Context: an optimization exercise on an open-source flow, tuned for small area, a short achievable clock period and few clock cycles per item. The choices shown serve that exercise and are no tape-out recipe. In this exercise RTL edits were held to simulation tests only and were not proved equivalent to the original.

Setup of job 101:
// pd_unit
module pd_unit (
    input  wire        clk,
    input  wire        rst,           
    input  wire        req_valid,
    output wire        req_ready,
    input  wire        req_op,        
    input  wire [3:0]  req_width,     
    input  wire [63:0] req_value,     
    input  wire [71:0] req_field,     
    output reg         resp_valid,
    output wire [7:0]  resp_status,
    output wire [71:0] resp_field,    
    output wire [63:0] resp_value     
);
    wire width_bad = (req_width == 4'd0) || (req_width > 4'd9);
    wire big = (req_value >= 64'd1000000000000000000);
    reg [9:0] bm;
    integer i;
    always @(*) begin
        for (i = 0; i < 10; i = i + 1)
            bm[i] = (i < req_width);
    end
    reg digit_bad;
    integer j;
    always @(*) begin
        digit_bad = 1'b0;
        for (j = 0; j < 18; j = j + 1)
            if (bm[j/2] && req_field[4*j +: 4] > 4'd9)
                digit_bad = 1'b1;
    end
    wire [2:0] fl_in = {width_bad, req_op ? digit_bad : big, req_op};
    reg  [6:0]  pv [0:8];             
    reg  [8:0]  nzb;                  
    reg  [7:0]  nze;                  
    reg  [63:0] a_in;
    integer c;
    always @(*) begin
        for (c = 0; c < 9; c = c + 1) begin
            pv[c]  = {req_field[8*c+4 +: 4], 3'd0} + {2'd0, req_field[8*c+4 +: 4], 1'b0}
                   + {3'd0, req_field[8*c +: 4]};
            if (!bm[c])
                pv[c] = 7'd0;
            nzb[c] = (|req_field[8*c +: 8]) && bm[c];
        end
        for (c = 0; c < 8; c = c + 1)
            nze[c] = |req_value[8*c +: 8];
        for (c = 0; c < 9; c = c + 1)
            a_in[7*c +: 7] = pv[c];
        a_in[63] = 1'b0;
        if (!req_op)
            a_in = req_value;
    end
    wire [7:0] nz = req_op ? {3'd0, nzb[8], nzb[7] | nzb[6], nzb[5] | nzb[4],
                              nzb[3] | nzb[2], nzb[1] | nzb[0]} : nze;
    reg  [7:0] lo_oh;
    reg        above;
    always @(*) begin
        above = 1'b0;
        for (c = 7; c >= 1; c = c - 1) begin
  ...
Settings: LEC_CHECK=0, ABC_AREA=1, CAP_MARGIN=20, CORE_MARGIN=2, CORE_UTILIZATION=55, SLEW_MARGIN=20; clock period 6.0 ns.
run.sh (not shown) runs the stock make flow with config.mk's settings and CLKGATE_MAP_FILE= SYNTH_SCRIPT=/design/flow/synth_recipe.tcl, a recipe that flattens the netlist after the stock synthesis.
Testbench counts of job 101, summed over its fixed seeds: cycles 3,793, items 2,400.
[inputs] job 102 vs job 101
- CORE_UTILIZATION: 55 -> 45
Results
Compared job 101 against job 102; maximum operating frequency within noise. In the reports for job 102 and job 101, the smaller multi-input gate share of the layout cell area belongs to job 102. Measured against each other, job 102 and job 101 differ in number of well taps, the lower figure coming from job 101. Job 102 -> job 101: sequential share of layout area flat. Job 102 vs job 101: cell area up slightly. From job 102 to job 101, post-cts gate resize count did not move at all.


## old
pd_unit, a different RTL version from the one above (not shown whole).
For scale: about 240 flip-flops, about 290 I/O pins, about 32,000 µm² of cells after synthesis.
==> flow/design.v (excerpt) <==
module pd_unit (
    input  wire        clk,
    input  wire        rst,           
    input  wire        req_valid,
    output wire        req_ready,
    input  wire        req_op,        
    input  wire [3:0]  req_width,     
    input  wire [63:0] req_value,     
    input  wire [71:0] req_field,     
    output reg         resp_valid,
    output wire [7:0]  resp_status,
    output wire [71:0] resp_field,    
    output wire [63:0] resp_value     
);
    localparam integer EB  = 8;                  
    localparam integer NCE = (64 + EB - 1) / EB;   
    localparam integer NCD = 6;                  
    localparam integer NC  = (NCE > NCD) ? NCE : NCD;
    localparam integer HW  = 4 * ((EB * 3 + 9) / 10);   
    wire width_bad = (req_width == 4'd0) || (req_width > 4'd9);
    reg [63:0] limit;
    always @(*) begin
        case (req_width)
            4'd1:    limit = 64'd100;
            4'd2:    limit = 64'd10000;
            4'd3:    limit = 64'd1000000;
            4'd4:    limit = 64'd100000000;
            4'd5:    limit = 64'd10000000000;
            4'd6:    limit = 64'd1000000000000;
            4'd7:    limit = 64'd100000000000000;
            4'd8:    limit = 64'd10000000000000000;
            default: limit = 64'd1000000000000000000;
        endcase
    end
    wire range_bad = (req_value >= limit);
    reg [17:0] dm;
    integer i;
    always @(*) begin
        for (i = 0; i < 18; i = i + 1)
            dm[i] = (i / 2 < req_width);
    end
    reg digit_bad;
    always @(*) begin
        digit_bad = 1'b0;
        for (i = 0; i < 18; i = i + 1)
            if (dm[i] && req_field[4*i +: 4] > 4'd9)
                digit_bad = 1'b1;
    end
    wire [2:0] st_in = width_bad ? 3'd6
                     : req_op    ? (digit_bad ? 3'd4 : 3'd0)
  ...
clock: 6.0 ns
lec_check: 0
abc_area: 1
cap_margin: 20
core_margin: 2
core_utilization: 45
setup_slack_margin: 2.0
slew_margin: 20
The final layout from old, which completed every stage, passed the timing, DRC and antenna checks at the end of the flow.
Testbench counts of old, summed over its fixed seeds: cycles 3,109, items 2,400.
Relative to old, the following input files were edited for new:
- swapping 2.0 for 2.2 in SETUP_SLACK_MARGIN
[summary]
- new completed every stage of the flow, and the final layout passed the timing, DRC and antenna checks.
- Summary of new over old: via count up 1.6%, critical path depth moved down, hold slack did not really move.


## oak
Another version of the RTL of pd_unit (not shown whole).
Size: about 5,300 cells after synthesis, ~240 flip-flops, roughly 290 I/O pins, ~31,000 sq um of cells after synthesis.
export LEC_CHECK = 0
export ABC_AREA = 1
export CAP_MARGIN = 20
export CORE_MARGIN = 2
export CORE_UTILIZATION = 55
export SETUP_SLACK_MARGIN = 2.0
export SLEW_MARGIN = 20
create_clock -name core_clock -period 6.0 [get_ports {clk}]
Testbench counts of oak, summed over its fixed seeds: cycles 3,109, items 2,400.
--- input diff oak..pine ---
- swapping 55 for 45 in CORE_UTILIZATION
## What came out
pine completed every stage of the flow, and the final layout passed the timing, DRC and antenna checks. Layout overhead on the synthesized area: pine vs oak up 2.3 points. Compared with oak, pine shows wire length per cell that has gone up by a few percent. The layout buffering overhead excluding clock cells was comparable across oak and pine. Per the comparison of pine with oak, count of non-filler cells in the finished layout rose by 2.3%; post-synthesis sequential area ratio stayed essentially flat.
diff inputs: pine => birch
- a change of SETUP_SLACK_MARGIN from 2.0 to 1.7
==> comparison <==
birch vs pine — final-stage net count dropped 0.89%.
Per the final summary, birch finished and its layout is clean on timing, DRC and antenna.
As far as final hold slack is concerned, pine and birch perform about the same.
Of the two values seen for critical path launch point, c3_first was produced by pine and rfe by birch.
When birch is set beside pine, its critical path data arrival time turns out to be 1.40 ns smaller.
Summary of birch over pine: utilization of the core after routing moved down; routed wire length moved down.
Changes in maple relative to birch:
- setting TNS_END_PERCENT to 20 for the first time
- changing SETUP_SLACK_MARGIN from 1.7 to 2.0
Looking only at path length in cells of the critical path, and setting everything else aside, the lower value of maple and birch goes to birch.
Taking birch as the reference, in maple area growth from synthesis to layout increased 2.7 points; final standard cell area without fillers +2.3%; die area closely matched the old numbers; largest clock skew in the final design +0.0033 ns; number of flip-flops and latches essentially unchanged.
birch and maple ended up with roughly the same multi-input combinational cell count.

## what the ideal ports hide
In the flow no input, the clock included, has a driving cell. The finished layouts below were timed again as built, in two steps.
Step 1 (the two cells are an assumption about what drives the block):
set clk [get_ports {clk}]
set_driving_cell -lib_cell sky130_fd_sc_hd__clkbuf_16 $clk
set_driving_cell -lib_cell sky130_fd_sc_hd__buf_2 [delete_from_list [all_inputs] $clk]
Step 2, shift: input delay + t, output delay - t, t = (earliest + latest rising clock arrival at the registers) / 2. This alone moves slack from input paths to output paths.
Three values: ideal, step 1, step 2; two values: the first two.
run | t, ns | slack for setup (ns) | latest minus earliest clock arrival (ns) | worst register clock-pin slew, ns | cell pins on the clock port's net
job 101 | 0.544 | 0.404 / 0.404 / 0.404 | 0.015 / 0.015 | 0.08 / 0.08 | 1
job 102 | 0.564 | 0.395 / 0.395 / 0.395 | 0.018 / 0.017 | 0.09 / 0.09 | 1
old | 0.671 | 2.037 / 2.032 / 1.513 | 0.014 / 0.015 | 0.07 / 0.07 | 1
new | 0.673 | 2.166 / 2.166 / 1.774 | 0.051 / 0.051 | 0.07 / 0.07 | 1
oak | 0.633 | 2.076 / 2.076 / 1.725 | 0.032 / 0.032 | 0.07 / 0.07 | 1
pine | 0.654 | 2.063 / 2.055 / 1.675 | 0.018 / 0.018 | 0.07 / 0.07 | 1
birch | 0.657 | 1.811 / 1.745 / 1.533 | 0.018 / 0.018 | 0.07 / 0.07 | 1
maple | 0.656 | 2.052 / 1.987 / 1.676 | 0.022 / 0.022 | 0.07 / 0.07 | 1
After both steps every run listed still meets setup and hold. The setup slack of old, which loses most, moves by -0.005 ns with the drivers and by -0.524 ns with both steps.
